Source: an optimization exercise on an open RTL-to-GDS flow (aim: small area, a short achievable clock period and few clock cycles per item). Production flows keep margins and buffers that such runs may drop.
Function was checked by simulation only, so behaviour that the tests miss may differ from the original.
Power is estimated from default activity; no workload was simulated.

// motor_ui_core
module motor_ui_core (
    input  wire        clk,
    input  wire        rst,             
    input  wire        op_valid,
    input  wire [15:0] op_word,
    output wire        op_ready,
    output reg         done,
    output reg  [15:0] result,
    output reg         refused,
    output wire [3:0]  col_drive,
    output reg  [13:0] duty_hb,
    output reg  [13:0] duty_boost,
    output reg  [13:0] duty_buck,
    output reg         pwm_out_en,
    output wire [31:0] rpm,
    output reg         running,
    output reg         vth,
    output reg  [16:0] sp_volt,
    output reg  [16:0] sp_speed,
    output reg  [16:0] sp_max,
    output reg  [1:0]  cur_row,
    output reg  [2:0]  cur_col,
    output reg  [19:0] dig_buf,         
    output reg         digit_entered
);
    localparam [16:0] BATT_CV   = 17'd900;
    localparam [16:0] CEIL_CV   = 17'd2400;
    localparam [13:0] DUTY_FULL = 14'd10000;
    localparam [23:0] EP_MAX    = 24'hFFFFFF;
    reg [15:0] hb;
    reg [47:0] hr;
    reg [3:0]  col_oh;                  
    reg [5:0]  qs0, qs1;                
    reg        qin, qout;
    reg        sp_state;                
    reg [23:0] ep;                      
    reg        ep_small;                
    reg [22:0] rpm_r;
    reg        vlow_r, vhigh_r, mzero_r;    
    assign col_drive = col_oh;
    assign rpm       = {9'd0, rpm_r};
    reg        a_v;                     
    reg [15:0] a_w;
    reg       ib_v;                     
    reg       ib_scan, ib_speed, ib_ctrl, ib_edge, ib_pop, ib_reset, ib_ref;
    reg       ib_kdig, ib_kup, ib_kdn, ib_klt, ib_krt, ib_kcom, ib_kstar;
    reg [3:0] ib_lo;                    
    reg       ib_above;                 
    reg       ib_sa;                    
    reg       ready_r;                  
    reg       go_r;                     
    reg       exec;                     
    reg       rst_q;                    
    assign op_ready = ready_r;
    wire accept = op_valid && ready_r && !rst;
    wire b_free = !ib_v || exec;
    wire move   = a_v && b_free;        
    wire [3:0] opc   = a_w[15:12];
    wire       z11_0 = (a_w[11:0] == 12'd0);
    wire [7:0] code  = a_w[7:0];
    wire       d_scan  = (opc == 4'h1) && (a_w[11:4] == 8'd0);
    wire       d_speed = (opc == 4'h2);
    wire       d_ctrl  = (opc == 4'h3) && z11_0;
  ...
==> flow/config.mk <==
export PLATFORM = sky130hd
export DESIGN_NAME = motor_ui_core
export DESIGN_NICKNAME = motor_ui_core
export VERILOG_FILES = /design/flow/design.v
export SDC_FILE = /design/flow/constraint.sdc
export NUM_CORES = 4
export LEC_CHECK = 0
export ABC_AREA = 1
export CAP_MARGIN = 20
export CORE_MARGIN = 2
export CORE_UTILIZATION = 40
export CTS_BUF_LIST = sky130_fd_sc_hd__clkbuf_8
export CTS_CLUSTER_SIZE = 30
export SLEW_MARGIN = 20
==> flow/constraint.sdc <==
create_clock -name core_clock -period 10.0 [get_ports {clk}]
set_input_delay 2.0000 -clock core_clock [delete_from_list [all_inputs] [get_ports {clk}]]
set_output_delay 2.0000 -clock core_clock [all_outputs]
set_load 0.01 [all_outputs]
standard.sh (not shown) runs the stock make flow with config.mk's settings and CLKGATE_MAP_FILE= SYNTH_SCRIPT=/design/flow/synth_recipe.tcl, a recipe that flattens the netlist after the stock synthesis.
==> flow/flow/run.sh <==
#!/bin/bash
set -euo pipefail
args=()
while IFS= read -r line; do
  [[ -z "$line" || "$line" == \#* ]] && continue
  args+=("$line")
done < flow/make_args.txt
bash standard.sh "${args[@]}" finish > layout_make.log 2>&1
==> flow/flow/make_args.txt <==
SETUP_SLACK_MARGIN=6.7
BUFFER_PORTS_ARGS=-buffer_cell sky130_fd_sc_hd__buf_2
Testbench counts at the start, summed over its fixed seeds: cycles 24,865, ops 24,000.
Next try:
==> flow/flow/make_args.txt (replaced) <==
SETUP_SLACK_MARGIN=6.2
BUFFER_PORTS_ARGS=-buffer_cell sky130_fd_sc_hd__buf_2
- CORE_UTILIZATION: 40 -> 55
Outcome:
- sequential power hardly moves
- cell count went down by about 5%
- synthesized area is unchanged
- hold slack gains 0.0062 ns
- global-route usage went up by 10 points


motor_ui_core again, from the RTL that the note above started with.
clock: 10.0 ns
lec_check: 0
abc_area: 1
cap_margin: 20
core_margin: 2
core_utilization: 40
cts_buf_list: sky130_fd_sc_hd__clkbuf_16
cts_cluster_diameter: 60
cts_cluster_size: 20
place_density: 0.7
slew_margin: 20
==> flow/flow/make_args.txt <==
SETUP_SLACK_MARGIN=6.8
BUFFER_PORTS_ARGS=-buffer_cell sky130_fd_sc_hd__buf_2
Scripts as last shown in full above: flow/flow/run.sh
The starting point completed with no timing, DRC or antenna violations.
Testbench counts at the start, summed over its fixed seeds: cycles 24,865, ops 24,000.
Next try:
PLACE_DENSITY = not set   (was 0.7)
The new run passed the timing, DRC and antenna checks.
Utilization rises by 0.22 points.
Clock-buffer cell count rises by 3.
First-iteration DRC count falls by 13%.
Worst setup slack improved by 0.011 ns.
Global-route usage rises by 0.71 points.
Final area rises by 0.48%.
Non-clock buffer count rises by 3.
Die area is unchanged.
Clock power rises by about 3%.
Next try:
==> flow/flow/make_args.txt (replaced) <==
SETUP_SLACK_MARGIN=6.2
BUFFER_PORTS_ARGS=-buffer_cell sky130_fd_sc_hd__buf_2
CTS_BUF_LIST = sky130_fd_sc_hd__clkbuf_8   (was sky130_fd_sc_hd__clkbuf_16)
CTS_CLUSTER_DIAMETER = not set   (was 60)
CTS_CLUSTER_SIZE = 30   (was 20)
The changed run finished with timing, DRC and antenna clean; worst hold slack degrades by 0.018 ns; area after synthesis stays the same; cell area came out lower by 1.9%; setup slack degrades by 0.30 ns; synthesized cell count is unchanged; global-route usage came out lower by 0.17 points; core utilization came out lower by 0.87 points; wire length came out lower by 1.2%; critical path depth came out higher by 17; count of clock-buffer cells in the layout came out higher by 53.
Next try:
==> flow/flow/make_args.txt (replaced) <==
SETUP_SLACK_MARGIN=6.9
BUFFER_PORTS_ARGS=-buffer_cell sky130_fd_sc_hd__buf_2
Outcome: The changed run went through all stages and came out clean. Worst setup slack improves by 0.29 ns. Global-route usage went up by 0.98 points. Clock power went down by about 2%. Synthesized area is unchanged. Die area is unchanged. Routed wire length went up by 6.1%. Worst hold slack improves by 0.016 ns. Core utilization went up by 5.7 points. Via count went up by 4.0%. Power went up by 3.1%.

-- afterwards: timing with drivers on the ports --
In the flow no input, the clock included, has a driving cell. The finished layouts below were timed again as built, in two steps.
Step 1 sets driving cells, clkbuf_16 on the clock port and buf_2 on the other inputs (assumed; they add their load-dependent delay and slew).
Step 2 moves the port delays by t, midway between the first and last clock arrival at a register: inputs arrive t later, outputs are due t later. That takes back most of the time a late clock gives input paths.
a / b / c = no drivers / after step 1 / after step 2; a / b = the first two.
run	t (ns)	setup WS [ns]	worst data-port slew with drivers (ns)
the first run of note 1	0.712	6.741 / 6.679 / 6.173	0.03
the second run of note 1	0.712	6.391 / 6.391 / 6.315	0.03
the first run of note 2	0.633	6.816 / 6.756 / 6.306	0.04
the second run of note 2	0.637	6.826 / 6.762 / 6.390	0.03
the third run of note 2	0.720	6.529 / 6.529 / 6.380	0.03
the fourth run of note 2	0.718	6.819 / 6.760 / 6.376	0.03
After both steps every run listed still meets setup and hold. For the first run of note 1, which loses most, drivers alone change the setup slack by -0.062 ns; drivers and shift together by -0.568 ns.
